From an optimization exercise on the open Yosys and OpenROAD flow, aimed at small area; shortcuts taken in it are not production practice. At most, simulation tests tie the RTL to the original design; equivalence was not proved. The RTL of run 2 was laid out without a check of its function. Power figures rest on the tool's default switching activity, not on a simulated workload.

==> design/flow/design.v <==
module dxl_decoder #(
    parameter TW = 32                      
) (
    input  wire          clk,
    input  wire          rst,              
    input  wire          in_valid,
    input  wire [7:0]    in_byte,
    input  wire [TW-1:0] in_t_start,
    input  wire [TW-1:0] in_t_end,
    output wire          out_valid,
    output wire [3:0]    out_kind,
    output wire [3:0]    out_cmd,
    output wire [TW-1:0] out_t_start,
    output wire [TW-1:0] out_t_end,
    output wire [1:0]    out_ptag,
    output wire [15:0]   out_int,
    output wire [7:0]    out_b0,
    output wire [7:0]    out_b1
);
    localparam [2:0] S_HEADER   = 3'd0,
                     S_ADDRESS  = 3'd1,
                     S_LENGTH   = 3'd2,
                     S_COMMAND  = 3'd3,
                     S_RAMADDR  = 3'd4,
                     S_ERRCODE  = 3'd5,
                     S_VALUE    = 3'd6,
                     S_CHECKSUM = 3'd7;
    reg [2:0]    state;
    reg [1:0]    cnt;         
    reg          active;      
    reg [15:0]   rem;         
    reg [7:0]    b0;          
    reg [TW-1:0] t0;          
    wire step  = in_valid & ~rst;
    wire st_hd = (state == S_HEADER);
    wire st_ad = (state == S_ADDRESS);
    wire st_ln = (state == S_LENGTH);
    wire st_cm = (state == S_COMMAND);
    wire st_ra = (state == S_RAMADDR);
    wire st_er = (state == S_ERRCODE);
    wire st_va = (state == S_VALUE);
    wire st_ck = (state == S_CHECKSUM);
    wire rem_z  = (rem == 16'd0);
    wire rem_3  = (rem == 16'd3);
    wire rem_ge4 = |rem[15:2];
    wire second = cnt[0];
    wire guard = active & ((rem_z & ~second) | st_hd);
    reg [7:0] hdr_b;
    always @* begin
        case (cnt)
            2'd0, 2'd1: hdr_b = 8'hFF;
            2'd2:       hdr_b = 8'hFD;
            default:    hdr_b = 8'h00;
        endcase
    end
    wire hmatch = (in_byte == hdr_b);
    wire hdone  = hmatch & (cnt == 2'd3);
    reg [3:0] cmd_dec;
    always @* begin
        case (in_byte)
            8'h01: cmd_dec = 4'd1;
            8'h02: cmd_dec = 4'd2;
            8'h03: cmd_dec = 4'd3;
            8'h04: cmd_dec = 4'd4;
            8'h05: cmd_dec = 4'd5;
            8'h06: cmd_dec = 4'd6;
            8'h08: cmd_dec = 4'd7;
            8'h10: cmd_dec = 4'd8;
            8'h55: cmd_dec = 4'd9;
            8'h82: cmd_dec = 4'd10;
            8'h83: cmd_dec = 4'd11;
            8'h92: cmd_dec = 4'd12;
            8'h93: cmd_dec = 4'd13;
            default: cmd_dec = 4'd0;
        endcase
    end
    reg [2:0] cmd_next;
    always @* begin
        case (cmd_dec)
            4'd1, 4'd6, 4'd7, 4'd8: cmd_next = S_CHECKSUM;
            4'd9:                   cmd_next = S_ERRCODE;
            4'd0:                   cmd_next = S_VALUE;
            default:                cmd_next = S_RAMADDR;
        endcase
    end
    wire va_done = second | ~rem_ge4;
    reg emit;
    always @* begin
        case (state)
            S_HEADER:  emit = hdone;
            S_LENGTH,
            S_RAMADDR,
            S_CHECKSUM: emit = second;
            S_VALUE:   emit = va_done;
            default:   emit = 1'b1;
        endcase
    end
    reg [2:0] state_n;
    reg [1:0] cnt_n;
    reg       active_n;
    always @* begin
        state_n  = state;
        cnt_n    = cnt;
        active_n = active;
        if (guard) begin
            state_n  = S_HEADER;
            cnt_n    = 2'd0;
            active_n = 1'b0;
        end else begin
            case (state)
                S_HEADER: begin
                    cnt_n = (hmatch & ~hdone) ? cnt + 2'd1 : 2'd0;
                    if (hdone) state_n = S_ADDRESS;
                    if (~hmatch & (cnt != 2'd0)) active_n = 1'b1;
                end
                S_ADDRESS: state_n = S_LENGTH;
                S_LENGTH: begin
                    cnt_n = {1'b0, ~second};
                    if (second) begin
                        state_n  = S_COMMAND;
                        active_n = |{in_byte, b0};
                    end
                end
                S_COMMAND: state_n = cmd_next;
                S_RAMADDR: begin
                    cnt_n = {1'b0, ~second};
                    if (second) state_n = S_VALUE;
                end
                S_ERRCODE: state_n = (active & rem_3) ? S_CHECKSUM : S_VALUE;
                S_VALUE: begin
                    cnt_n = {1'b0, ~va_done};
                    if (va_done & active & rem_3) state_n = S_CHECKSUM;
                end
                default: begin  
                    cnt_n = {1'b0, ~second};
                    if (second) begin
                        state_n  = S_HEADER;
                        active_n = 1'b0;
                    end
                end
            endcase
        end
    end
    wire [15:0] rem_n = (st_ln & second) ? {in_byte, b0} :
                        (active & ~rem_z) ? rem - 16'd1 : rem;
    always @(posedge clk) begin
        if (rst) begin
            state  <= S_HEADER;
            cnt    <= 2'd0;
            active <= 1'b0;
        end else if (in_valid) begin
            state  <= state_n;
            cnt    <= cnt_n;
            active <= active_n;
        end
    end
    always @(posedge clk) begin
        if (in_valid) begin
            rem <= rem_n;
            if (cnt == 2'd0) begin
                b0 <= in_byte;
                t0 <= in_t_start;
            end
        end
    end
    wire pint = ~guard & ~st_hd & ~st_ck;      
    wire pbyt = ~guard & st_ck;                
    assign out_valid   = step & (guard | emit);
    assign out_kind    = guard ? 4'd8 : {1'b0, state};
    assign out_cmd     = (~guard & st_cm) ? cmd_dec : 4'd0;
    assign out_t_start = (cnt != 2'd0) ? t0 : in_t_start;
    assign out_t_end   = in_t_end;
    assign out_ptag    = {pbyt, pint};
    assign out_int     = {(pint & second) ? in_byte : 8'd0,
                          pint ? (second ? b0 : in_byte) : 8'd0};
    assign out_b0      = pbyt ? in_byte : 8'd0;
    assign out_b1      = pbyt ? b0 : 8'd0;
endmodule
==> design/flow/run.sh <==
#!/bin/bash
# synth_recipe.tcl (not shown) runs the flow's synth.tcl, then flattens the netlist and writes it again
# the make line also repeats each setting of config.mk as NAME=value (left out here)
make -C /OpenROAD-flow-scripts/flow DESIGN_CONFIG=/design/flow/config.mk WORK_HOME=/design/flow/orfs CLKGATE_MAP_FILE= SYNTH_SCRIPT=/design/flow/synth_recipe.tcl finish
==> design/flow/config.mk <==
export PLATFORM = sky130hd
export DESIGN_NAME = dxl_decoder
export DESIGN_NICKNAME = dxl_decoder
export VERILOG_FILES = /design/flow/design.v
export SDC_FILE = /design/flow/constraint.sdc
export NUM_CORES = 4
export LEC_CHECK = 0
export CAP_MARGIN = 20
export CORE_MARGIN = 2
export CORE_UTILIZATION = 40
export SLEW_MARGIN = 20
==> design/flow/constraint.sdc <==
create_clock -name core_clock -period 12.0 [get_ports {clk}]
set_input_delay 2.4000 -clock core_clock [delete_from_list [all_inputs] [get_ports {clk}]]
set_output_delay 2.4000 -clock core_clock [all_outputs]
set_load 0.01 [all_outputs]
==> impl_metrics.ini, run 1 <==
[die]
die_h_um = 104
num_rows = 36
dieArea_um2 = 10800
die_x_um = 104
core-area_um2 = 9730
initial_core_util = 0.411
ios = 182

[layout]
final_cell_mix = clkdlybuf4s50_1, edfxtp_1, nor2_1, mux2_2, nand2_1
diodes = 0
syn_to_final_growth_pct = 29.8
post-route-util = 0.533
finalNonFillerCells = 610
fin_area_um2 = 5190
final_common_cell = clkdlybuf4s50_1
final_layout_size_suffix_gt1_frac = 0.122
finalNetCount = 551
fillers = 912

[drt]
drt_iter0_drc = 193
drtPass1Iterations = 5
post_drt_wl_per_cell_um = 17.4
totalWireLength_um = 10600
drc_errors = 0
vias = 3230
viasPerCell = 5.30
drtAntennaViolNets = 0

[global_routing]
grt_pass1_wl_um = 16900
grt_pass1_vias = 3245
antenna_found_initial = 0
grt.total_usage = 0.197
overflow = 0
grt_max_degree = 41

[synthesis]
syn_area_um2 = 4000
synth_area_leader_cell = edfxtp_1
synth.ff_latch_count = 62
seq_area_frac_synth = 0.451
netlist_instances = 399
synth-async-reset-ratio = 0
syn-num-nets = 478
synth_ff_type = edfxtp_1
synth_area_leaders = edfxtp_1, mux2_2, buf_4
synth-edff-count = 56
yosysTopAreaCellShare = 0.421
synth.avg_cell_area_um2 = 10.0
yosysWarnings = 1
synth.distinct_cells = 56

[worst_setup_path]
endpoint_kind = primary output
required_ps = 9600
timing.critical_path.mode_cell = clkdlybuf4s50_1
cp.arrival_ps = 5550
crit_path_max_incr_delay_ps = 720
critPathKind = in2out
cp_slowest_cell = clkdlybuf4s50_1
crit_chain = clkdlybuf4s50_1, or3b_2, or4_1, a221oi_1, nor2_1, a21oi_1, nor3_1, nor3b_1, clkdlybuf4s50_1
critPathMaxFanout = 18
cp-start-kind = input pin

[pwr]
pwr_density_cell_nw_per_um2 = 96.1
p_leak_nw = 1.76
peakVddDrop_mv = 0.0597

[sta]
worst_pin_slew_ps = 974
rsz0062_at_grt = no
finalHoldViolCount = 0
fmax_ghz = 0.126
setup_tns_ps = 0
maxSlewHeadroom = 0.350
fin_crit_ps = 7950
setup_viol_count_final = 0
clock-skew-final_ps = 14.0
slew_violations = 0
post-route-period-util = 0.662

[clock_network]
root_buffer = clkbuf_8
numCtsBuffers = 9
postCtsSetupRepairBufs = 0
path_clk_slew_ps = 80
clk_latency_ps = 340
cts_resized = 0
htree_levels = 3
cts_hold_buffers = 0
cts_buffer_depth = 2
numClockSinks = 62
cts_tree = done

[hold_path]
hp-class = reg2reg

[run_status]
status = no timing/DRC/antenna violations

[place]
dp_hpwl_um = 7690
dp_cells = 594
place_congestion = 0.873
port_buffers = 117
placed_cell_area_um2 = 5000

[run]
maxCapViolations = 0
[synthesized netlist by cell type (4+ instances only)]
| cell | count |
|---|---|
| nor4_1 | 5 |
| a21oi_1 | 10 |
| ha_1 | 4 |
| and2_1 | 30 |
| nor3_1 | 14 |
| nand3_1 | 11 |
| nand2_1 | 30 |
| nor2_1 | 33 |
| o21ai_1 | 8 |
| clkbuf_1 | 18 |
| o21ai_0 | 12 |
| nor2b_1 | 4 |
| buf_4 | 35 |
| or3_1 | 6 |
| edfxtp_1 | 56 |
| xor2_1 | 4 |
| nand4_1 | 4 |
| dfxtp_1 | 6 |
| inv_1 | 7 |
| xnor2_1 | 8 |
| mux2_2 | 33 |
| mux2i_1 | 8 |
[path summary, 6_finish.rpt]
check                  start   endpoint  slack (ps)  depth (start not counted)
setup / recovery  in_byte[2]  out_valid        4050                          9
hold / removal        cnt[1]     cnt[1]         630                          3
setup reg to reg      cnt[0]   state[0]        8880                          8
hold reg to reg       cnt[1]     cnt[1]         630                          3
[registers in the layout (all words and copies together) (netlist names)]
| signal | cells |
|---|---|
| cnt | 2 |
| state | 3 |
| active | 1 |
| b0 | 8 |
| t0 | 32 |
| rem | 16 |
[worst max-delay path: cells and delay by family]
family                 cells  cell delay (ps)
AOI/OAI and AO/OA          2              450
and+or+nand+nor            5             1390
buffers and inverters      2             1300
[power breakdown]
group / switching (W) / internal (W) / total [W] / leakage (nW)
registers: 0.00000578 / 0.000245 / 0.000251 / 0.583
clock network: 0.0000864 / 0.0000956 / 0.000182 / 0.100
logic: 0.0000288 / 0.0000364 / 0.0000652 / 1.08
total: 0.000121 / 0.000377 / 0.000498 / 1.76
[layout make-up]
cell class,instances,area (um2),area share
clock inverter,6,62.6,0.0121
tap,133,166,0.0321
clock buffer,10,128,0.0246
timing repair buffer,119,1190,0.229
sequential,62,1800,0.347
inverter,9,33.8,0.00651
multi-input combinational,271,1810,0.349
[cells by family (layout without fill, tap and decap cells)]
logic type      after synthesis  count (layout)  synth area share
compound gates               58              58            0.0958
flops                        62              62             0.451
buf+inv                      66             144            0.0967
mux                          41              41             0.113
simple gates                156             156             0.205
xor+xnor                     12              12            0.0263
fa+ha+maj                     4               4            0.0125
[routing by layer]
layer,wire [um],GRT usage,vias up
met2,4670,0.285,149
met4,263,0.0772,0
met5,0,0,-
met1,4690,0.265,1502
met3,958,0.0777,21
li1,-,-,1558
[per-stage QoR]
stage | power [W] | hold slack [ps] | setup WS (ps)
2_1_floorplan | 0.000294 | 551 | 5340
3_3_place_gp | 0.000320 | 609 | 4080
3_5_place_dp | 0.000321 | 625 | 4050
4_1_cts | 0.000505 | 636 | 4050
5_1_grt | 0.000523 | 658 | 3830
6_report | 0.000498 | 635 | 4050
==> run 2, diff against run 1 <==
--- a/design/flow/design.v
+++ b/design/flow/design.v
@@ -156,10 +156,10 @@
     end
+    wire          hold   = (cnt != 2'd0);
+    wire [7:0]    b0_n   = hold ? b0 : in_byte;
+    wire [TW-1:0] t0_n   = hold ? t0 : in_t_start;
     always @(posedge clk) begin
-        if (in_valid) begin
+        b0 <= b0_n;
+        t0 <= t0_n;
+        if (in_valid)
             rem <= rem_n;
-            if (cnt == 2'd0) begin
-                b0 <= in_byte;
-                t0 <= in_t_start;
-            end
-        end
     end
@@ -170,3 +170,3 @@
     assign out_cmd     = (~guard & st_cm) ? cmd_dec : 4'd0;
-    assign out_t_start = (cnt != 2'd0) ? t0 : in_t_start;
+    assign out_t_start = t0_n;
     assign out_t_end   = in_t_end;
@@ -174,5 +174,5 @@
     assign out_int     = {(pint & second) ? in_byte : 8'd0,
-                          pint ? (second ? b0 : in_byte) : 8'd0};
+                          pint ? b0_n : 8'd0};
     assign out_b0      = pbyt ? in_byte : 8'd0;
-    assign out_b1      = pbyt ? b0 : 8'd0;
+    assign out_b1      = pbyt ? b0_n : 8'd0;
 endmodule
==> design/flow/flow/run.sh (new file) <==
#!/bin/bash
# Standard ORFS layout, with the port buffers made of the smallest buffer cell
# (buf_1) instead of the cell buffer_ports picks by default.
set -euo pipefail
export BUFFER_PORTS_ARGS="-buffer_cell sky130_fd_sc_hd__buf_1"
bash standard.sh > standard_flow.log 2>&1
==> design/flow/standard.sh (new file) <==
#!/bin/bash
# synth_recipe.tcl (not shown) runs the flow's synth.tcl, then flattens the netlist and writes it again
# the make line also repeats each setting of config.mk as NAME=value (left out here)
make -C /OpenROAD-flow-scripts/flow DESIGN_CONFIG=/design/flow/config.mk WORK_HOME=/design/flow/orfs CLKGATE_MAP_FILE= SYNTH_SCRIPT=/design/flow/synth_recipe.tcl "${@:-finish}"
removed: design/flow/run.sh
==> run 2 against run 1 <==
Against the previous run: synthesized cell count up 2.5%; die area down 7.3%; sequential power down 11%; flip-flop and latch count unchanged; final cell count down 2.6%; critical path type unchanged; largest cell class unchanged.
==> impl_metrics.ini, run 2 <==
[run_status]
status = no timing/DRC/antenna violations

[worst_setup_path]
endpoint_kind = primary output
cp_num_buf_inv = 2
critPathKind = in2out
cp.arrival_ps = 4440
crit_chain = buf_1, nor4_1, nand4b_1, a221oi_1, o21ai_0, a311oi_1, buf_1
timing.critical_path.mode_cell = buf_1
r2r_slack_ps = 9170
required_ps = 9600
cp_slowest_cell = nor4_1
critPathMaxFanout = 10
cp-start-kind = input pin
cpLargestDelayFamily = simple AND/OR/NAND/NOR gates
crit_path_max_incr_delay_ps = 630

[die]
ios = 182
die_h_um = 100
dieArea_um2 = 10000
core-area_um2 = 9110
initial_core_util = 0.406
num_rows = 35
die_x_um = 100

[pwr]
p_leak_nw = 1.52
power_w = 0.000463
pwr_density_cell_nw_per_um2 = 112
peakVddDrop_mv = 0.135

[synthesis]
synth-async-reset-ratio = 0
synth.ff_latch_count = 62
netlist_instances = 409
seq_area_frac_synth = 0.379
synth_area_leader_cell = dfxtp_1
yosysTopAreaCellShare = 0.249
synth-edff-count = 16
synth_ff_type = dfxtp_1
synth.avg_cell_area_um2 = 9.03
yosysMostFrequentCell = dfxtp_1
synth_area_leaders = dfxtp_1, edfxtp_1, mux2_2
syn_area_um2 = 3690
syn-num-nets = 488
synth.distinct_cells = 60
synthTopCellsByCount = dfxtp_1, nor2_1, buf_4, mux2_2, nand2_1
yosysWarnings = 1

[drt]
drc_errors = 0
vias = 3264
drt_iter0_drc = 192
drtAntennaViolNets = 0
drtPass1Iterations = 5
post_drt_wl_per_cell_um = 16.6
totalWireLength_um = 9880
viasPerCell = 5.49

[sta]
maxSlewHeadroom = 0.324
clock-skew-final_ps = 6.17
finalHoldViolCount = 0
rsz0062_at_grt = no
hold_slack_ps = 475
post-route-period-util = 0.570
layout_setup_ws_ps = 5160
fin_crit_ps = 6840
setup_tns_ps = 0
slew_violations = 0
setup_viol_count_final = 0
worst_pin_slew_ps = 1010
fmax_ghz = 0.146

[layout]
final_layout_size_suffix_gt1_frac = 0.130
ff_latch_area_um2 = 1400
diodes = 0
final_cell_mix = buf_1, dfxtp_1, nor2_1
multi_input_area_um2 = 1820
top_regs = t0 (32), rem (16), b0 (8)
regMostFlops = t0
finalNetCount = 557
fillers = 888
syn_to_final_growth_pct = 11.4
final_common_cell = buf_1
largest_reg_flops = 32

[global_routing]
grt_pass1_vias = 2969
grt_max_degree = 42
antenna_found_initial = 0
overflow = 0
grt.total_usage = 0.197
grt_pass1_wl_um = 15300

[clock_network]
htree_levels = 3
clk_latency_ps = 340
postCtsSetupRepairBufs = 0
cts_hold_buffers = 0
cts_resized = 0
path_clk_slew_ps = 70
cts_buffer_depth = 2
numClockSinks = 62
root_buffer = clkbuf_8
numCtsBuffers = 9
cts_tree = done

[place]
port_buffers = 117
place_congestion = 0.850
dp_hpwl_um = 7410
place_ws_ps = 5190

[hold_path]
hp-class = reg2reg

[run]
maxCapViolations = 0
-- run 2: final timing paths --
check	from	to	cells after the start
setup / recovery	in_byte[0]	out_valid	7
setup reg to reg	rem[11]	state[1]	7
hold / removal	t0[9]	t0[9]	1
hold reg to reg	t0[9]	t0[9]	1
-- run 2: cells by family (layout without fill, tap and decap cells) --
kind of cell / count (synthesis) / in the layout / share of synthesized area
muxes: 42 / 42 / 0.125
AOI/OAI and AO/OA: 58 / 58 / 0.103
DFF: 62 / 62 / 0.379
adders and majority gates: 4 / 4 / 0.0135
buffers and inverters: 82 / 156 / 0.130
xor gates and xnor gates: 14 / 14 / 0.0332
and+or+nand+nor: 147 / 147 / 0.217
-- run 2: power breakdown --
part / internal, W / switching, W
Combinational: 0.0000125 / 0.0000188
Sequential: 0.000220 / 0.00000273
Clock: 0.000123 / 0.0000855
-- run 2: per-layer routing --
layer  vias up  share of wire  global-route usage
li1       1541              -                   -
met2       195           0.43               0.285
met3        24           0.12              0.0578
met5         -              0                   0
met1      1504           0.43               0.267
met4         0          0.025               0.100
-- run 2: cell type report --
type,instances,share of cell area
inverters,21,0.0192
clock inverters,5,0.0201
repair buffers,119,0.110
well taps,111,0.0337
multi-input cells,265,0.442
clock buffers,11,0.0344
flip-flops and latches,62,0.341
-- run 2: through the flow --
stage / instance area (um2) / std cells / utilization
floorplan: 3690 / 409 / -
global placement: 3890 / 578 / 0.427
detailed placement: 3890 / 578 / 0.427
CTS: 4110 / 594 / 0.452
global route: 4120 / 594 / 0.452
finish: 4120 / 594 / 0.452
==> run 3, diff against run 2 <==
--- a/design/flow/design.v
+++ b/design/flow/design.v
@@ -42,5 +42,6 @@
     wire st_ck = (state == S_CHECKSUM);
-    wire rem_z  = (rem == 16'd0);
-    wire rem_3  = (rem == 16'd3);
-    wire rem_ge4 = |rem[15:2];
+    wire hi_z    = ~|rem[15:2];
+    wire rem_z   = hi_z & ~rem[1] & ~rem[0];
+    wire rem_3   = hi_z & rem[1] & rem[0];
+    wire rem_ge4 = ~hi_z;
     wire second = cnt[0];
@@ -143,4 +144,15 @@
     end
-    wire [15:0] rem_n = (st_ln & second) ? {in_byte, b0} :
-                        (active & ~rem_z) ? rem - 16'd1 : rem;
+    wire        rem_ld = in_valid & st_ln & second;
+    wire        rem_dc = in_valid & ~rem_z;
+    reg  [15:0] rem_n;
+    reg         bz;                        
+    integer     i;
+    always @* begin
+        bz = 1'b1;
+        for (i = 0; i < 16; i = i + 1) begin
+            rem_n[i] = rem[i] ^ (rem_dc & bz);
+            bz = bz & ~rem[i];
+        end
+        if (rem_ld) rem_n = {in_byte, b0};
+    end
     always @(posedge clk) begin
@@ -162,4 +174,3 @@
         t0 <= t0_n;
-        if (in_valid)
-            rem <= rem_n;
+        rem <= rem_n;
     end
==> design/flow/flow/run.sh (replaced) <==
#!/bin/bash
# Standard ORFS layout, with the port buffers made of the smallest buffer cell
# (buf_1) and a small clock tree without dummy loads.
set -euo pipefail
export BUFFER_PORTS_ARGS="-buffer_cell sky130_fd_sc_hd__buf_1"
export CTS_ARGS="-sink_clustering_enable -repair_clock_nets -dont_use_dummy_load -buf_list sky130_fd_sc_hd__clkbuf_16 -sink_clustering_size 64 -sink_clustering_max_diameter 500"
bash standard.sh > standard_flow.log 2>&1
==> run 3 against run 2 <==
Against the previous run: sequential share of layout area shrank 2.5 points; maximum frequency grew 4.0%; flip-flop and latch count unchanged; clock skew increased by 19 ps; total power increased by 25%; worst hold slack lost 5.7 ps; setup slack better by 270 ps; register-to-register slack got worse by 570 ps; critical path depth stayed put; core utilization rose by 0.61 points; count of clock-buffer cells in the layout shrank 2; area after synthesis fell by 5.8%; critical path type unchanged; largest power group unchanged; highest routed layer unchanged.
==> impl_metrics.ini, run 3 <==
[run_status]
status = no timing/DRC/antenna violations

[synthesis]
synth-edff-count = 0
yosysMostFrequentCell = dfxtp_1
netlist_instances = 413
synth_top_family_by_area = simple AND/OR/NAND/NOR gates
syn_area_um2 = 3480
synth_area_leaders = dfxtp_1, mux2_2, buf_4
yosysWarnings = 1
synth.ff_latch_count = 62
synth_compound_area_frac = 0.129
synth-simple-area-share = 0.232
seq_area_frac_synth = 0.357
synth.distinct_cells = 58
synthTopCellsByCount = dfxtp_1, nor2_1, buf_4, mux2_2, nand2_1
synth_area_leader_cell = dfxtp_1
synth_ff_type = dfxtp_1
synth_xor_area_frac = 0.0151
yosysTopAreaCellShare = 0.357
synth.area.mux_share = 0.130
syn-num-nets = 492
synth.avg_cell_area_um2 = 8.43
synth_fa_ha_area_frac = 0.0144
synth-async-reset-ratio = 0

[pwr]
power.switching_w = 0.000164
p_clk_frac = 0.363
netSwitchingFraction = 0.284
pwr_density_cell_nw_per_um2 = 147
p_leak_nw = 1.55
comb_power_share = 0.175
power_frac_seq = 0.462
internal_power_w = 0.000413
peakVddDrop_mv = 0.0820

[global_routing]
grt_max_degree = 44
overflow = 0
grt_pass1_vias = 3110
grt_pass1_wl_um = 15600
antenna_found_initial = 0
grt.total_usage = 0.205

[hold_path]
hp-class = reg2reg

[layout]
diodes = 0
final_cell_mix = buf_1, dfxtp_1, nor2_1
largest_reg_flops = 32
top_regs = t0 (32), rem (16), b0 (8)
finalNetCount = 564
final_layout_size_suffix_gt1_frac = 0.118
post-route-util = 0.458
regMostFlops = t0
final_common_cell = buf_1
syn_to_final_growth_pct = 13.1

[drt]
drt_iter0_drc = 181
vias = 3229
drtAntennaViolNets = 0
viasPerCell = 5.46
post_drt_wl_per_cell_um = 16.2
drtPass1Iterations = 5
totalWireLength_um = 9590
drc_errors = 0

[die]
num_rows = 34
dieArea_um2 = 9460
core-area_um2 = 8590
die_x_um = 97.3
die_h_um = 97.3
initial_core_util = 0.405
ios = 182

[clock_network]
numClockSinks = 62
cts_buffer_depth = 2
htree_levels = 3
numCtsBuffers = 9
path_clk_slew_ps = 50
cts_resized = 0
clk_latency_ps = 330
cts_hold_buffers = 0
root_buffer = clkbuf_16
postCtsSetupRepairBufs = 0
cts_tree = done

[sta]
fmax_ghz = 0.152
post-route-period-util = 0.548
fin_crit_ps = 6570
finalHoldViolCount = 0
slew_violations = 0
setup_viol_count_final = 0
rsz0062_at_grt = no
clock-skew-final_ps = 25.0
worst_pin_slew_ps = 1000
maxSlewHeadroom = 0.316
setup_tns_ps = 0

[worst_setup_path]
required_ps = 9600
critPathKind = in2out
critPathMaxFanout = 16
cp-start-kind = input pin
endpoint_kind = primary output
cp.arrival_ps = 4170

[place]
place_congestion = 0.909
port_buffers = 117
dp_hpwl_um = 7050

[run]
maxCapViolations = 0
[run 3: changes by cell type in the layout (fill, tap and decap cells not counted), sizes merged, moves of 4 or more]
cell / delta
xnor2: -5
edfxtp: -16
nand2: -6
a211oi: +4
dfxtp: +16
a21oi: +11
nand3: +4
nor2: +12
[run 3: final timing paths]
| kind | start | endpoint | slack (ps) | cells past startpoint |
|---|---|---|---|---|
| max | in_byte[1] | out_valid | 5430 | 7 |
| min | t0[1] | t0[1] | 470 | 1 |
| max reg2reg | cnt[0] | cnt[0] | 8600 | 8 |
| min reg2reg | t0[1] | t0[1] | 470 | 1 |
[run 3: cell families after synthesis]
group,count (synthesis)
mux,41
simple gates,152
flops,62
xor+xnor,6
buf+inv,77
fa+ha+maj,4
compound gates,71
[run 3: layout make-up]
cell class	count	area [um2]
inverters	20	75.1
fillers	865	4660
well taps	108	135
repair buffers	118	447
flip-flops and latches	62	1240
multi-input cells	274	1810
clock buffers	9	225
[run 3: critical path, cell delays in order]
cell       delay [ps]
buf_1             470
nor3_1            180
and3_4            230
o31a_2            280
a2bb2oi_1         130
o311a_1           360
buf_1             130
[run 3: power by group through the flow]
stage | sequential, W | clock, W | combinational (W)
finish | 0.000266 | 0.000210 | 0.000101
global route | 0.000272 | 0.000224 | 0.000114
CTS | 0.000267 | 0.000215 | 0.000101
detailed placement | 0.000270 | 0 | 0.000100
global placement | 0.000269 | 0 | 0.0000980
floorplan | 0.000263 | 0 | 0.0000867
[run 3: through the flow]
stage	power [W]	instances	hold slack, ps	cell area (um2)	setup slack (ps)
after floorplan	0.000350	413	443	3480	5770
after global placement	0.000367	582	456	3710	5470
after detailed placement	0.000371	582	460	3710	5420
after CTS	0.000582	591	473	3940	5420
after global routing	0.000611	591	484	3940	5290
final	0.000577	591	470	3940	5430
[run 3: metal layers]
layer  global-route usage  wire, um
met1                0.265      4110
met2                0.313      4330
met3               0.0712       921
met4               0.0865       231
met5                    0         0
==> run 4, diff against run 3 <==
==> design/flow/flow/run.sh (replaced) <==
#!/bin/bash
# Standard ORFS layout, with the port buffers made of the smallest buffer cell
# (buf_1) and a small clock tree without dummy loads.
set -euo pipefail
export BUFFER_PORTS_ARGS="-buffer_cell sky130_fd_sc_hd__buf_1"
export CTS_ARGS="-sink_clustering_enable -repair_clock_nets -dont_use_dummy_load -buf_list sky130_fd_sc_hd__clkbuf_4"
bash standard.sh > standard_flow.log 2>&1
==> run 4 against run 3 <==
Against the previous run: still clean; total power decreased by 19%; synthesized cell count is the same; core utilization fell by 1.8 points; routed wire length fell by 0.60%; first-iteration DRC count down 18%; flip-flop and latch count unchanged; maximum frequency hardly changed; global-route usage about the same; worst hold slack gained 10 ps; critical endpoint unchanged; highest routed layer unchanged.
==> impl_metrics.ini, run 4 <==
[sta]
post-route-period-util = 0.548
clock-skew-final_ps = 46.1
fmax_ghz = 0.152
maxSlewHeadroom = 0.306
setup_viol_count_final = 0
setup_tns_ps = 0
finalHoldViolCount = 0
rsz0062_at_grt = no
slew_violations = 0
fin_crit_ps = 6580
worst_pin_slew_ps = 1010

[die]
initial_core_util = 0.405
ios = 182
dieArea_um2 = 9460
die_x_um = 97.3
num_rows = 34
die_h_um = 97.3
core-area_um2 = 8590

[global_routing]
antenna_found_initial = 0
grt_pass1_vias = 3114
grt_pass1_wl_um = 15600
grt_max_degree = 44
overflow = 0
grt.total_usage = 0.205

[layout]
top_regs = t0 (32), rem (16), b0 (8)
final_cell_mix = buf_1, dfxtp_1, nor2_1
final_common_cell = buf_1
finalNetCount = 564
largest_reg_flops = 32
fin_area_um2 = 3780
syn_to_final_growth_pct = 8.56
regMostFlops = t0
finalNonFillerCells = 591
final_layout_size_suffix_gt1_frac = 0.118
diodes = 0

[clock_network]
cts_resized = 0
clk_latency_ps = 410
cts_hold_buffers = 0
cts_buffer_depth = 2
numCtsBuffers = 9
numClockSinks = 62
postCtsSetupRepairBufs = 0
htree_levels = 3
path_clk_slew_ps = 90
root_buffer = clkbuf_4
cts_tree = done

[synthesis]
synth_area_leader_cell = dfxtp_1
yosysMostFrequentCell = dfxtp_1
synth-async-reset-ratio = 0
synth.distinct_cells = 58
netlist_instances = 413
seq_area_frac_synth = 0.357
synth_ff_type = dfxtp_1
synth-edff-count = 0
yosysTopAreaCellShare = 0.357
synth.avg_cell_area_um2 = 8.43
synth_area_leaders = dfxtp_1, mux2_2, buf_4
synth.ff_latch_count = 62
syn_area_um2 = 3480
syn-num-nets = 492
yosysWarnings = 1
synthTopCellsByCount = dfxtp_1, nor2_1, buf_4, mux2_2, nand2_1

[drt]
post_drt_wl_per_cell_um = 16.1
vias = 3238
drc_errors = 0
drt_iter0_drc = 148
viasPerCell = 5.48
drtPass1Iterations = 4
totalWireLength_um = 9540
drtAntennaViolNets = 0

[worst_setup_path]
endpoint_kind = primary output
critPathMaxFanout = 16
cp.arrival_ps = 4180
required_ps = 9600
critPathKind = in2out
cp-start-kind = input pin

[pwr]
pwr_density_cell_nw_per_um2 = 124
peakVddDrop_mv = 0.0674
p_leak_nw = 1.48

[hold_path]
hp-class = reg2reg

[place]
dp_cells = 582
place_congestion = 0.909
placed_cell_area_um2 = 3710
dp_hpwl_um = 7050
port_buffers = 117

[run]
maxCapViolations = 0

[run_status]
status = no timing/DRC/antenna violations
run 4: final cells by class:
cell class | instances | area [um2]
Inverter | 20 | 75.1
Timing Repair Buffer | 118 | 447
Sequential cell | 62 | 1240
Fill cell | 892 | 4820
Tap cell | 108 | 135
Multi-Input combinational cell | 274 | 1810
Clock buffer | 9 | 67.6
run 4: logic make-up after synthesis:
| kind of cell | Yosys count | synth area share |
|---|---|---|
| flip-flops | 62 | 0.357 |
| AND/OR/NAND/NOR | 152 | 0.232 |
| XOR/XNOR | 6 | 0.0151 |
| buffers and inverters | 77 | 0.123 |
| AO/OA/AOI/OAI | 71 | 0.129 |
| multiplexers | 41 | 0.130 |
| adder cells (fa/ha/maj) | 4 | 0.0144 |
run 4: report_power, final:
part	total, W	switching (W)	leakage (nW)	internal [W]
sequential	0.000266	0.0000281	0.519	0.000238
clock	0.0000996	0.0000647	0.0414	0.0000349
combinational	0.000102	0.0000577	0.923	0.0000439
total	0.000467	0.000151	1.48	0.000317
run 4: worst max-delay path: stages:
cell and delay [ps]:
buf_1 470, nor3_1 180, and3_4 230, o31a_2 280
a2bb2oi_1 130, o311a_1 360, buf_1 130
run 4: path summary, 6_finish.rpt:
check	slack [ps]	endpoint	cells past startpoint	startpoint
setup / recovery	5420	out_valid	7	in_byte[1]
hold / removal	480	t0[1]	1	t0[1]
hold reg to reg	480	t0[1]	1	t0[1]
setup reg to reg	8600	cnt[0]	8	cnt[0]
run 4: layer usage:
| metal | vias up | track usage | part of all wire |
|---|---|---|---|
| met2 | 159 | 0.319 | 0.46 |
| li1 | 1561 | - | - |
| met1 | 1494 | 0.262 | 0.43 |
| met4 | 0 | 0.0791 | 0.017 |
| met3 | 24 | 0.0712 | 0.094 |
| met5 | - | 0 | 0 |
run 4: per-stage QoR:
stage / setup slack (ps) / power (W) / hold slack, ps / util
final: 5420 / 0.000467 / 480 / 0.440
after global routing: 5290 / 0.000501 / 498 / 0.440
after CTS: 5420 / 0.000471 / 484 / 0.440
after detailed placement: 5420 / 0.000371 / 460 / 0.432
after global placement: 5470 / 0.000367 / 456 / 0.432
after floorplan: 5770 / 0.000350 / 443 / -
==> run 5, diff against run 4 <==
==> design/flow/flow/run.sh (replaced) <==
#!/bin/bash
# Standard ORFS layout with three changes:
#  - synthesis maps the logic with an area-oriented ABC script (flow/abc_area.script,
#    selected by ABC_AREA=1) instead of ORFS's; registers are mapped as usual;
#  - port buffers use the smallest buffer cell (buf_1);
#  - a small clock tree (clkbuf_4, no dummy loads), and power recovery after
#    global routing, which downsizes cells with timing slack.
set -euo pipefail
here=$(pwd)
rm -rf scripts_local
cp -r "$FLOW_HOME/scripts" scripts_local
cp flow/abc_area.script scripts_local/abc_area.script
export SCRIPTS_DIR=$here/scripts_local
export BUFFER_PORTS_ARGS="-buffer_cell sky130_fd_sc_hd__buf_1"
export CTS_ARGS="-sink_clustering_enable -repair_clock_nets -dont_use_dummy_load -buf_list sky130_fd_sc_hd__clkbuf_4"
export RECOVER_POWER=100
bash standard.sh > standard_flow.log 2>&1
==> design/flow/flow/abc_area.script (new file) <==
strash
balance -l
resub -K 6 -l
rewrite -l
resub -K 6 -N 2 -l
refactor -l
resub -K 8 -l
balance -l
resub -K 8 -N 2 -l
rewrite -l
resub -K 10 -l
rewrite -z -l
resub -K 10 -N 2 -l
balance -l
resub -K 12 -l
refactor -z -l
resub -K 12 -N 2 -l
rewrite -z -l
balance -l
dch -f
map -a
mfs2
strash
balance -l
resub -K 6 -l
rewrite -l
resub -K 6 -N 2 -l
refactor -l
resub -K 8 -l
balance -l
resub -K 8 -N 2 -l
rewrite -l
resub -K 10 -l
rewrite -z -l
resub -K 10 -N 2 -l
balance -l
resub -K 12 -l
refactor -z -l
resub -K 12 -N 2 -l
rewrite -z -l
balance -l
dch -f
map -a
mfs2
strash
balance -l
resub -K 6 -l
rewrite -l
resub -K 6 -N 2 -l
refactor -l
resub -K 8 -l
balance -l
resub -K 8 -N 2 -l
rewrite -l
resub -K 10 -l
rewrite -z -l
resub -K 10 -N 2 -l
balance -l
resub -K 12 -l
refactor -z -l
resub -K 12 -N 2 -l
rewrite -z -l
balance -l
dch -f
map -a
--- a/design/flow/config.mk
+++ b/design/flow/config.mk
@@ -7,2 +7,3 @@
 export LEC_CHECK = 0
+export ABC_AREA = 1
 export CAP_MARGIN = 20
==> run 5 against run 4 <==
Against the previous run: design area is 7.7% lower; global-route usage hardly changed; first-iteration DRC count is 22% higher; setup slack worse by 35 ps; flip-flop and latch count stayed put; via count is 2.2% lower; core utilization is 1.9 points higher; non-clock buffer count is 1 higher; routed wire length is 10% lower; final cell count is 12% higher; sequential share of layout area is 2.7 points higher; highest routed layer unchanged.
==> impl_metrics.ini, run 5 <==
[run_status]
status = no timing/DRC/antenna violations

[clock_network]
postCtsSetupRepairBufs = 0
cts_resized = 0
cts_hold_buffers = 0
numCtsBuffers = 9
root_buffer = clkbuf_4
htree_levels = 3
path_clk_slew_ps = 80
cts_buffer_depth = 2
numClockSinks = 62
cts_tree = done
clk_latency_ps = 400

[worst_setup_path]
crit_chain = clkbuf_1, clkinv_1, nor4_1, a21oi_1, clkinv_1, a31oi_1, o21ai_0, nor2_1, o21ai_0, clkinv_1, nor3_1, buf_1
cp-start-kind = input pin
r2r_slack_ps = 8040
reg2reg_depth = 32
critPathMaxFanout = 6
crit_path_max_incr_delay_ps = 330
regToRegEndpoint = rem[14]
required_ps = 9600
endpoint_kind = primary output
cp_slowest_cell = nor4_1
critPathKind = in2out
cp.arrival_ps = 4210
r2r_start = rem[12]
timing.critical_path.mode_cell = clkinv_1

[synthesis]
synth.ff_latch_count = 62
synth_area_leaders = dfxtp_1, nand2_1, nor2_1
netlist_instances = 464
synth.distinct_cells = 23
syn-num-nets = 543
yosysTopAreaCellShare = 0.400
syn_area_um2 = 3100
synth.avg_cell_area_um2 = 6.69
seq_area_frac_synth = 0.400
synth_ff_type = dfxtp_1
yosysMostFrequentCell = nand2_1
synth-async-reset-ratio = 0
yosysWarnings = 1
synth_area_leader_cell = dfxtp_1
synth-edff-count = 0
synthTopCellsByCount = nand2_1, nor2_1, dfxtp_1, clkinv_1, buf_4

[layout]
fillers = 870
finalNonFillerCells = 659
syn_to_final_growth_pct = 12.3
final_common_cell = nand2_1
regMostFlops = t0
finalNetCount = 638
diodes = 0
largest_reg_flops = 32
post-route-util = 0.458
final_layout_size_suffix_gt1_frac = 0.0251
top_regs = t0 (32), rem (16), b0 (8)
final_cell_mix = nand2_1, buf_1, nor2_1

[pwr]
comb_power_share = 0.369
pwr_density_cell_nw_per_um2 = 190
power.switching_w = 0.000269
peakVddDrop_mv = 0.0833
power_frac_seq = 0.477
netSwitchingFraction = 0.405
internal_power_w = 0.000395
p_clk_frac = 0.154
p_leak_nw = 1.47

[sta]
clock-skew-final_ps = 37.6
worst_pin_slew_ps = 897
slew_violations = 0
finalHoldViolCount = 0
setup_tns_ps = 0
rsz0062_at_grt = no
post-route-period-util = 0.551
fmax_ghz = 0.151
setup_viol_count_final = 0
maxSlewHeadroom = 0.398
fin_crit_ps = 6610

[global_routing]
overflow = 0
grt_max_degree = 50
grt.total_usage = 0.205
grt_pass1_wl_um = 13800
grt_pass1_vias = 2891
antenna_found_initial = 0

[drt]
viasPerCell = 4.80
totalWireLength_um = 8540
post_drt_wl_per_cell_um = 13.0
drt_iter0_drc = 181
drtAntennaViolNets = 0
vias = 3166
drc_errors = 0
drtPass1Iterations = 4

[die]
ios = 182
die_x_um = 92.1
num_rows = 32
dieArea_um2 = 8480
die_h_um = 92.1
initial_core_util = 0.408
core-area_um2 = 7610

[place]
dp_cells = 650
dp_hpwl_um = 6430
place_congestion = 0.892
port_buffers = 117

[hold_path]
hp-class = reg2reg
min_path_cells = 2
holdPathEnd = t0[18]
hold_start = t0[18]

[run]
maxCapViolations = 0
-- run 5: cell types whose count changed after synthesis, moves of 18 or more --
| cell | before | now |
|---|---|---|
| nor2_1 | 49 | 91 |
| inv_1 | 20 | 0 |
| nand2_1 | 23 | 121 |
| mux2_2 | 33 | 0 |
| clkbuf_1 | 18 | 0 |
| clkinv_1 | 0 | 56 |
-- run 5: worst max path at each step --
| stage | start | end | depth (start not counted) |
|---|---|---|---|
| global placement | in_byte[1] | out_cmd[3] | 12 |
| CTS | in_byte[1] | out_cmd[3] | 12 |
| global route | in_byte[3] | out_cmd[3] | 12 |
| finish | in_byte[1] | out_cmd[3] | 12 |
| detailed placement | in_byte[1] | out_cmd[3] | 12 |
| floorplan | in_byte[5] | out_cmd[3] | 11 |
-- run 5: cell families after synthesis --
kind of cell | after synthesis | share of synthesized area
AND/OR/NAND/NOR | 243 | 0.313
buffers and inverters | 91 | 0.152
flip-flops | 62 | 0.400
adder cells (fa/ha/maj) | 4 | 0.0161
AO/OA/AOI/OAI | 62 | 0.112
XOR/XNOR | 2 | 0.00565
-- run 5: layout make-up --
type | count | area, um2 | share of cell area
inverter | 56 | 210 | 0.0603
clock buffer | 9 | 67.6 | 0.0194
tap | 102 | 128 | 0.0366
sequential | 62 | 1240 | 0.356
multi-input combinational | 311 | 1390 | 0.398
timing repair buffer | 119 | 450 | 0.129
-- run 5: worst max-delay path: cells and delay by family --
| family | cells | cell delay [ps] |
|---|---|---|
| buffers and inverters | 5 | 880 |
| and+or+nand+nor | 3 | 580 |
| AOI/OAI and AO/OA | 4 | 370 |
-- run 5: stage by stage --
stage	power [W]	setup WS, ps	instance area [um2]	hold slack, ps
after floorplan	0.000496	5850	3100	436
after CTS	0.000670	5430	3490	454
final	0.000664	5390	3490	452
after detailed placement	0.000567	5440	3420	430
after global routing	0.000724	5080	3490	478
after global placement	0.000565	5540	3420	423
-- run 5: power groups by stage --
| stage | Clock, W | Sequential [W] | Combinational, W |
|---|---|---|---|
| 6_report | 0.000102 | 0.000316 | 0.000245 |
| 5_1_grt | 0.000115 | 0.000324 | 0.000284 |
| 4_1_cts | 0.000106 | 0.000316 | 0.000248 |
| 3_5_place_dp | 0 | 0.000320 | 0.000247 |
| 3_3_place_gp | 0 | 0.000319 | 0.000246 |
| 2_1_floorplan | 0 | 0.000310 | 0.000186 |
-- run 5: layer usage --
layer / part of all wire / GRT usage / wire, um
met5: 0 / 0 / 0
met2: 0.45 / 0.313 / 3810
met1: 0.45 / 0.272 / 3810
met3: 0.096 / 0.0600 / 820
met4: 0.012 / 0.0796 / 106
==> run 6, diff against run 5 <==
--- a/design/flow/design.v
+++ b/design/flow/design.v
@@ -119,8 +119,8 @@
                     cnt_n = {1'b0, ~second};
-                    if (second) begin
-                        state_n  = S_COMMAND;
-                        active_n = |{in_byte, b0};
-                    end
+                    if (second) state_n = S_COMMAND;
                 end
-                S_COMMAND: state_n = cmd_next;
+                S_COMMAND: begin
+                    state_n  = cmd_next;
+                    active_n = ~rem_z;
+                end
                 S_RAMADDR: begin
@@ -129,6 +129,6 @@
                 end
-                S_ERRCODE: state_n = (active & rem_3) ? S_CHECKSUM : S_VALUE;
+                S_ERRCODE: state_n = rem_3 ? S_CHECKSUM : S_VALUE;
                 S_VALUE: begin
                     cnt_n = {1'b0, ~va_done};
-                    if (va_done & active & rem_3) state_n = S_CHECKSUM;
+                    if (va_done & rem_3) state_n = S_CHECKSUM;
                 end
@@ -144,3 +144,3 @@
     end
-    wire        rem_ld = in_valid & st_ln & second;
+    wire        rem_ld = st_ln;            
     wire        rem_dc = in_valid & ~rem_z;
==> run 6 against run 5 <==
Against the previous run: largest cell class unchanged; core utilization fell by 0.33 points; highest routed layer unchanged; first-iteration DRC count fell by 20%; largest power group unchanged; critical path type unchanged; synthesized cell count down 1.5%.
==> impl_metrics.ini, run 6 <==
[drt]
drc_errors = 0
viasPerCell = 4.80
totalWireLength_um = 8220
vias = 3128
post_drt_wl_per_cell_um = 12.6
drt_iter0_drc = 144
drtPass1Iterations = 4
drtAntennaViolNets = 0

[synthesis]
synth_ff_type = dfxtp_1
synth-async-reset-ratio = 0
syn_area_um2 = 3080
synth_area_leaders = dfxtp_1, nand2_1, nor2_1
synthTopCellsByCount = nand2_1, nor2_1, dfxtp_1, clkinv_1, buf_4
yosysTopAreaCellShare = 0.403
syn-num-nets = 536
synth.distinct_cells = 23
yosysMostFrequentCell = nand2_1
seq_area_frac_synth = 0.403
synth_area_leader_cell = dfxtp_1
synth.ff_latch_count = 62
synth.avg_cell_area_um2 = 6.74
netlist_instances = 457
synth-edff-count = 0
yosysWarnings = 1

[hold_path]
hp-class = reg2reg
hold_start = b0[0]

[layout]
final_common_cell = nand2_1
ff_latch_area_um2 = 1240
top_regs = t0 (32), rem (16), b0 (8)
regMostFlops = t0
multi_input_area_um2 = 1350
finalNonFillerCells = 651
final_layout_size_suffix_gt1_frac = 0.0200
final_cell_mix = nand2_1, buf_1, nor2_1
largest_reg_flops = 32
syn_to_final_growth_pct = 12.3
fillers = 868
diodes = 0
finalNetCount = 630

[worst_setup_path]
r2r_start = rem[12]
critPathMaxFanout = 4
endpoint_kind = primary output
timing.critical_path.mode_cell = clkinv_1
critPathKind = in2out
cp-start-kind = input pin
required_ps = 9600
cp_num_buf_inv = 5
cpLargestDelayFamily = compound AO/OA/AOI/OAI gates
crit_chain = buf_1, nor2_1, clkinv_1, nor3_1, o21ai_0, nor2_1, clkinv_1, o211ai_1, clkinv_1, o211ai_1, a31oi_1, a211oi_1, buf_1
cp.arrival_ps = 4300
cp_slowest_cell = nor3_1
crit_path_max_incr_delay_ps = 350
critPathLaunch = in_byte[5]

[clock_network]
cts_hold_buffers = 0
cts_buffer_depth = 2
htree_levels = 3
numCtsBuffers = 9
path_clk_slew_ps = 90
cts_tree = done
postCtsSetupRepairBufs = 0
cts_resized = 0
root_buffer = clkbuf_4
clk_latency_ps = 390
numClockSinks = 62

[place]
place_ws_ps = 5330
place_congestion = 0.932
dp_cells = 642
dp_hpwl_um = 6110
port_buffers = 117

[sta]
worst_pin_slew_ps = 978
setup_tns_ps = 0
fin_crit_ps = 6700
layout_setup_ws_ps = 5300
maxSlewHeadroom = 0.344
setup_viol_count_final = 0
post-route-period-util = 0.559
fmax_ghz = 0.149
rsz0062_at_grt = no
clock-skew-final_ps = 38.6
slew_violations = 0
finalHoldViolCount = 0

[global_routing]
overflow = 0
grt_max_degree = 49
grt_pass1_wl_um = 13500
grt.total_usage = 0.201
grt_pass1_vias = 2914
antenna_found_initial = 0

[pwr]
p_leak_nw = 1.46
internal_power_w = 0.000388
netSwitchingFraction = 0.403
p_clk_frac = 0.154
pwr_density_cell_nw_per_um2 = 188
power_frac_seq = 0.461
comb_power_share = 0.385
peakVddDrop_mv = 0.0770
power.switching_w = 0.000262

[die]
die_x_um = 91.8
core-area_um2 = 7610
num_rows = 32
ios = 182
die_h_um = 91.8
initial_core_util = 0.405
dieArea_um2 = 8420

[run]
maxCapViolations = 0

[run_status]
status = no timing/DRC/antenna violations
## run 6: cells by family (layout without fill, tap and decap cells)
logic type / count (synthesis) / in the layout / share of synthesized area
simple gates: 230 / 230 / 0.296
fa+ha+maj: 4 / 4 / 0.0162
compound gates: 65 / 65 / 0.124
xor+xnor: 1 / 1 / 0.00284
flops: 62 / 62 / 0.403
buf+inv: 95 / 187 / 0.158
## run 6: worst paths after layout
path / endpoint / slack [ps] / depth (start not counted)
worst min register to register: rem[0] / 450 / 2
worst max-delay path: out_cmd[0] / 5300 / 13
worst max register to register: rem[13] / 8270 / 29
worst min-delay path: rem[0] / 450 / 2
## run 6: layout make-up
class                      count  area share
multi-input combinational    300       0.391
sequential                    62       0.359
timing repair buffer         118       0.129
inverter                      60      0.0651
tap                          102      0.0369
clock buffer                   9      0.0195
## run 6: worst register-to-register path: cells and delay by family, from the launching register on
| kind | cells | cell delay [ps] |
|---|---|---|
| simple gates | 17 | 1950 |
| flops | 1 | 380 |
| buf+inv | 10 | 1070 |
| compound gates | 2 | 210 |
## run 6: metal layers
layer	vias to the layer above	GRT usage	part of all wire
li1	1623	-	-
met1	1339	0.255	0.45
met2	143	0.303	0.43
met3	23	0.0715	0.093
met4	0	0.0995	0.031
met5	-	0	0
## run 6: power by group through the flow
| stage | clock (W) | sequential (W) | combinational [W] |
|---|---|---|---|
| after floorplan | 0 | 0.000295 | 0.000193 |
| after global placement | 0 | 0.000301 | 0.000250 |
| after detailed placement | 0 | 0.000303 | 0.000252 |
| after CTS | 0.000106 | 0.000299 | 0.000253 |
| after global routing | 0.000115 | 0.000306 | 0.000290 |
| final | 0.0000998 | 0.000299 | 0.000250 |
## run 6: per-stage QoR
| stage | cell area, um2 | util | hold slack, ps | power [W] |
|---|---|---|---|---|
| 4_1_cts | 3460 | 0.455 | 446 | 0.000659 |
| 2_1_floorplan | 3080 | - | 436 | 0.000488 |
| 3_5_place_dp | 3390 | 0.446 | 427 | 0.000555 |
| 6_report | 3460 | 0.455 | 448 | 0.000649 |
| 5_1_grt | 3460 | 0.455 | 459 | 0.000710 |
| 3_3_place_gp | 3390 | 0.446 | 424 | 0.000552 |
==> run 7, diff against run 6 <==
--- a/design/flow/flow/abc_area.script
+++ b/design/flow/flow/abc_area.script
@@ -20,3 +20,3 @@
 dch -f
-map -a
+amap
 mfs2
@@ -42,3 +42,3 @@
 dch -f
-map -a
+amap
 mfs2
@@ -64,2 +64,24 @@
 dch -f
-map -a
+amap
+mfs2
+strash
+balance -l
+resub -K 6 -l
+rewrite -l
+resub -K 6 -N 2 -l
+refactor -l
+resub -K 8 -l
+balance -l
+resub -K 8 -N 2 -l
+rewrite -l
+resub -K 10 -l
+rewrite -z -l
+resub -K 10 -N 2 -l
+balance -l
+resub -K 12 -l
+refactor -z -l
+resub -K 12 -N 2 -l
+rewrite -z -l
+balance -l
+dch -f
+amap
==> run 7 against run 6 <==
Against the previous run: still clean; via count shrank 6.3%; highest routed layer unchanged; register-to-register slack gained 90 ps; global-route usage grew 0.26 points; routed wire length shrank 0.65%; core utilization grew 0.85 points; worst hold slack lost 1.2 ps; flip-flop and latch count is the same; clock power shrank 2.7%; first-iteration DRC count grew 4.2%; die area shrank 4.5%; largest cell class unchanged; final cell count shrank 13%; maximum frequency shrank 2.3%; critical endpoint unchanged.
==> impl_metrics.ini, run 7 <==
[die]
initial_core_util = 0.409
num_rows = 31
dieArea_um2 = 8040
die_x_um = 89.7
core-area_um2 = 7180
ios = 182
die_h_um = 89.7

[layout]
finalNetCount = 546
multi_input_area_um2 = 1260
final_common_cell = buf_1
diodes = 0
syn_to_final_growth_pct = 13.3
finalNonFillerCells = 564
post-route-util = 0.463
largest_reg_flops = 32
fillers = 727
ff_latch_area_um2 = 1240
final_layout_size_suffix_gt1_frac = 0.0258
final_cell_mix = buf_1, nor2_1, dfxtp_1
top_regs = t0 (32), rem (16), b0 (8)
regMostFlops = t0

[pwr]
netSwitchingFraction = 0.335
p_clk_frac = 0.188
peakVddDrop_mv = 0.0774
comb_power_share = 0.270
internal_power_w = 0.000343
power_w = 0.000516
p_leak_nw = 1.22
power.switching_w = 0.000173
power_frac_seq = 0.542
pwr_density_cell_nw_per_um2 = 155

[synthesis]
synth-async-reset-ratio = 0
syn-num-nets = 450
yosysWarnings = 1
synth.ff_latch_count = 62
syn_area_um2 = 2940
synth_ff_type = dfxtp_1
yosysMostFrequentCell = nor2_1
synth.avg_cell_area_um2 = 7.91
synthTopCellsByCount = nor2_1, dfxtp_1, clkinv_1, buf_4, a22o_1
synth_area_leader_cell = dfxtp_1
yosysTopAreaCellShare = 0.423
synth-edff-count = 0
synth_area_leaders = dfxtp_1, nor2_1, a22o_1
synth.distinct_cells = 29
seq_area_frac_synth = 0.423
netlist_instances = 371

[worst_setup_path]
critPathMaxFanout = 6
cp.arrival_ps = 4460
cp-start-kind = input pin
crit_chain = buf_1, clkinv_1, nand2_1, nor3_1, nor4b_1, nor3_1, nor3b_1, o21a_1, a211oi_1, buf_1
r2r_slack_ps = 8360
cpLargestDelayFamily = simple AND/OR/NAND/NOR gates
cp_num_buf_inv = 3
endpoint_kind = primary output
critPathKind = in2out
crit_path_max_incr_delay_ps = 550
cp_slowest_cell = nor4b_1
required_ps = 9600

[clock_network]
numClockSinks = 62
cts_resized = 0
cts_hold_buffers = 0
numCtsBuffers = 9
postCtsSetupRepairBufs = 0
root_buffer = clkbuf_4
clk_latency_ps = 390
path_clk_slew_ps = 90
cts_buffer_depth = 2
htree_levels = 3
cts_tree = done

[sta]
post-route-period-util = 0.572
fin_crit_ps = 6860
slew_violations = 0
fmax_ghz = 0.146
rsz0062_at_grt = no
maxSlewHeadroom = 0.568
setup_viol_count_final = 0
finalHoldViolCount = 0
worst_pin_slew_ps = 632
hold_slack_ps = 446
clock-skew-final_ps = 26.5
setup_tns_ps = 0

[drt]
drt_iter0_drc = 150
viasPerCell = 5.20
drtAntennaViolNets = 0
post_drt_wl_per_cell_um = 14.5
totalWireLength_um = 8160
vias = 2931
drtPass1Iterations = 5
drc_errors = 0

[place]
place_congestion = 0.865
dp_cells = 555
port_buffers = 117
dp_hpwl_um = 6040

[global_routing]
grt.total_usage = 0.204
overflow = 0
grt_max_degree = 43
antenna_found_initial = 0
grt_pass1_vias = 2604
grt_pass1_wl_um = 12400

[run]
maxCapViolations = 0

[run_status]
status = no timing/DRC/antenna violations

[hold_path]
hp-class = reg2reg
run 7: changes by cell type in the layout (fill, tap and decap cells not counted), moves of 3 or more:
cell | before | now
or3_1 | 0 | 3
a22oi_1 | 6 | 0
nand2_1 | 124 | 21
o22ai_1 | 4 | 15
nor2_1 | 80 | 75
nor3_1 | 14 | 21
a22o_1 | 0 | 32
clkinv_1 | 60 | 46
a21oi_1 | 26 | 14
a31oi_1 | 8 | 0
run 7: worst paths after layout:
kind | startpoint | endpoint | cells past startpoint
hold / removal | b0[7] | rem[7] | 2
setup / recovery | in_byte[5] | out_cmd[0] | 10
setup reg to reg | rem[11] | rem[14] | 18
hold reg to reg | b0[7] | rem[7] | 2
run 7: cells by family after synthesis:
group / Yosys count / share of synthesized area
fa+ha+maj: 4 / 0.0171
simple gates: 138 / 0.204
flops: 62 / 0.423
buf+inv: 81 / 0.148
compound gates: 86 / 0.208
run 7: stage by stage:
step                setup WS, ps  instance area, um2
global placement            5310                3260
global route                4940                3330
CTS                         5180                3330
finish                      5140                3330
detailed placement          5200                3260
floorplan                   5620                2940
run 7: power by group through the flow:
| stage | sequential, W | combinational, W | clock, W |
|---|---|---|---|
| 6_report | 0.000280 | 0.000139 | 0.0000971 |
| 3_5_place_dp | 0.000283 | 0.000138 | 0 |
| 2_1_floorplan | 0.000276 | 0.000112 | 0 |
| 5_1_grt | 0.000284 | 0.000158 | 0.000109 |
| 4_1_cts | 0.000279 | 0.000139 | 0.000101 |
| 3_3_place_gp | 0.000283 | 0.000138 | 0 |
run 7: area by class of cell:
class                           count  area share
Multi-Input combinational cell    228       0.378
Sequential cell                    62       0.373
Clock buffer                        9      0.0203
Tap cell                           99      0.0372
Timing Repair Buffer              120       0.139
Inverter                           46      0.0519
run 7: routing by layer:
layer,global-route usage,wire [um],up-vias,part of all wire
met2,0.295,3520,156,0.43
met5,0,0,-,0
li1,-,-,1446,-
met1,0.272,3730,1305,0.46
met4,0.113,155,0,0.019
met3,0.0585,754,24,0.092
run 7: worst min-delay path: stages, from the launching register on:
cell and delay (ps):
dfxtp_1 310, clkinv_1 50, a32oi_1 40
==> run 8, diff against run 7 <==
--- a/design/flow/config.mk
+++ b/design/flow/config.mk
@@ -10,3 +10,3 @@
 export CORE_MARGIN = 2
-export CORE_UTILIZATION = 40
+export CORE_UTILIZATION = 70
 export SLEW_MARGIN = 20
==> run 8 against run 7 <==
Against the previous run: still clean; routed wire length increased by 4.1%; setup slack better by 72 ps; register-to-register slack worse by 130 ps; non-clock buffer count grew 1; critical endpoint unchanged; highest routed layer unchanged.
==> impl_metrics.ini, run 8 <==
[run_status]
status = no timing/DRC/antenna violations

[drt]
drtAntennaViolNets = 0
drtPass1Iterations = 8
drt_iter0_drc = 268
post_drt_wl_per_cell_um = 16.5
viasPerCell = 5.90
vias = 3045
totalWireLength_um = 8500
drc_errors = 0

[run]
maxCapViolations = 0

[layout]
syn_to_final_growth_pct = 12.4
regMostFlops = t0
fillers = 292
finalNonFillerCells = 516
final_layout_size_suffix_gt1_frac = 0.0279
final_cell_mix = buf_1, nor2_1, dfxtp_1
final_common_cell = buf_1
top_regs = t0 (32), rem (16), b0 (8)
largest_reg_flops = 32
finalNetCount = 547
diodes = 0

[sta]
fmax_ghz = 0.147
setup_viol_count_final = 0
finalHoldViolCount = 0
maxSlewHeadroom = 0.570
worst_pin_slew_ps = 628
setup_tns_ps = 0
slew_violations = 0
post-route-period-util = 0.566
rsz0062_at_grt = no
fin_crit_ps = 6790
clock-skew-final_ps = 17.2
hold_slack_ps = 448

[clock_network]
numClockSinks = 62
clk_latency_ps = 390
numCtsBuffers = 9
htree_levels = 3
path_clk_slew_ps = 80
postCtsSetupRepairBufs = 0
root_buffer = clkbuf_4
cts_buffer_depth = 2
cts_hold_buffers = 0
cts_resized = 0
cts_tree = done

[die]
ios = 182
die_x_um = 68.8
die_h_um = 68.8
dieArea_um2 = 4730
num_rows = 23
core-area_um2 = 4030
initial_core_util = 0.729

[pwr]
netSwitchingFraction = 0.339
pwr_density_cell_nw_per_um2 = 159
power_frac_seq = 0.536
p_leak_nw = 1.23
comb_power_share = 0.279
p_clk_frac = 0.184
internal_power_w = 0.000346
peakVddDrop_mv = 0.111
power.switching_w = 0.000177

[worst_setup_path]
critPathKind = in2out
cp.arrival_ps = 4390
critPathMaxFanout = 6
r2r_slack_ps = 8230
required_ps = 9600
cp-start-kind = input pin
r2r_start = rem[11]
regToRegEndpoint = rem[14]
reg2reg_depth = 18
endpoint_kind = primary output

[synthesis]
seq_area_frac_synth = 0.423
syn-num-nets = 450
synth_area_leader_cell = dfxtp_1
syn_area_um2 = 2940
synthTopCellsByCount = nor2_1, dfxtp_1, clkinv_1, buf_4, a22o_1
netlist_instances = 371
yosysWarnings = 1
synth.distinct_cells = 29
synth-edff-count = 0
synth-async-reset-ratio = 0
synth_ff_type = dfxtp_1
yosysMostFrequentCell = nor2_1
yosysTopAreaCellShare = 0.423
synth.ff_latch_count = 62
synth_area_leaders = dfxtp_1, nor2_1, a22o_1
synth.avg_cell_area_um2 = 7.91

[hold_path]
holdPathEnd = rem[7]
hold_start = b0[7]
hp-class = reg2reg
min_path_cells = 2

[global_routing]
top_usage_layer = met2
use_met3 = 0.138
grt_use_met1 = 0.398
grtUsageMet2 = 0.583
antenna_found_initial = 0
grt_pass1_wl_um = 12000
grt_max_degree = 43
grt.total_usage = 0.353
grt_pass1_vias = 2677
overflow = 0

[place]
dp_hpwl_um = 6180
port_buffers = 117
dp_cells = 507
place_congestion = 0.969
-- run 8: cell counts after synthesis --
Identical to the previous run, type by type.
-- run 8: routing by layer --
metal | vias to the layer above | routed length, um
li1 | 1435 | -
met1 | 1376 | 3210
met2 | 204 | 4060
met3 | 30 | 1010
met4 | 0 | 223
met5 | - | 0
-- run 8: worst max-delay path, stage by stage --
cell and delay (ps):
buf_1 90, clkinv_1 120, nand2_1 120, nor3_1 330
nor4b_1 540, nor3_1 140, nor3b_1 180, o21a_1 130
a211oi_1 150, buf_1 170
-- run 8: cell type report --
type	instances	area [um2]	area share
Timing Repair Buffer	121	497	0.151
Tap cell	50	62.6	0.0190
Clock buffer	9	67.6	0.0205
Inverter	46	173	0.0523
Sequential cell	62	1240	0.376
Multi-Input combinational cell	228	1260	0.381
-- run 8: cells by family after synthesis --
logic type,count (synthesis),synth area share
flops,62,0.423
fa+ha+maj,4,0.0171
compound gates,86,0.208
simple gates,138,0.204
buf+inv,81,0.148
-- run 8: per-stage QoR --
stage / area (um2) / util / setup WS [ps] / total power, W
global placement: 3190 / 0.792 / 5310 / 0.000416
CTS: 3300 / 0.819 / 5240 / 0.000521
floorplan: 2940 / - / 5620 / 0.000388
finish: 3300 / 0.819 / 5210 / 0.000523
global route: 3300 / 0.819 / 5000 / 0.000551
detailed placement: 3230 / 0.802 / 5260 / 0.000424
-- run 8: how the worst max path moves through the flow --
stage / start / endpoint / depth (start not counted)
CTS: in_byte[5] / out_cmd[0] / 10
finish: in_byte[5] / out_cmd[0] / 10
global route: in_byte[5] / out_cmd[0] / 10
floorplan: in_byte[5] / out_cmd[0] / 8
detailed placement: in_byte[5] / out_cmd[0] / 10
global placement: in_byte[5] / out_cmd[0] / 10
-- run 8: power groups by stage --
stage	clock network [W]	logic [W]	registers [W]
after global routing	0.000106	0.000160	0.000285
after detailed placement	0	0.000141	0.000283
after floorplan	0	0.000112	0.000276
after global placement	0	0.000134	0.000282
final	0.0000965	0.000146	0.000281
after CTS	0.0000988	0.000143	0.000279

-- afterwards: timing with drivers on the ports --
Ports are ideal in the flow. The routed layouts listed here were re-timed in OpenROAD.
Step 1: set_driving_cell puts a clkbuf_16 on clk and a buf_2 on each other input, an assumption about the parent block.
Step 2 adds t to the input delays and takes it off the output delays; t is the mean of the earliest and latest rising clock arrival at the registers after step 1. Input paths then give back, and output paths get back, about the clock's delay inside the block.
Slacks: no drivers / after step 1 / after step 2; pairs: no drivers / after step 1.
run | t (ns) | slack for setup (ns) | worst setup path at the end | worst register clock-pin slew, ns | worst slew at a driven data input, ns
run 1 | 0.363 | 4.051 / 4.027 / 4.027 | input to output | 0.08 / 0.08 | 0.08
run 2 | 0.369 | 5.162 / 5.141 / 5.141 | input to output | 0.07 / 0.07 | 0.08
run 3 | 0.355 | 5.427 / 5.403 / 5.403 | input to output | 0.06 / 0.06 | 0.07
run 4 | 0.411 | 5.424 / 5.401 / 5.401 | input to output | 0.12 / 0.12 | 0.07
run 5 | 0.411 | 5.389 / 5.366 / 5.366 | input to output | 0.11 / 0.11 | 0.07
run 6 | 0.399 | 5.295 / 5.269 / 5.269 | input to output | 0.11 / 0.11 | 0.07
run 7 | 0.402 | 5.141 / 5.114 / 5.114 | input to output | 0.10 / 0.10 | 0.08
run 8 | 0.408 | 5.213 / 5.189 / 5.189 | input to output | 0.10 / 0.10 | 0.08
After both steps setup and hold are still met in every run listed. The setup slack of run 7, which loses most, moves by -0.027 ns with the drivers and by -0.027 ns with both steps.
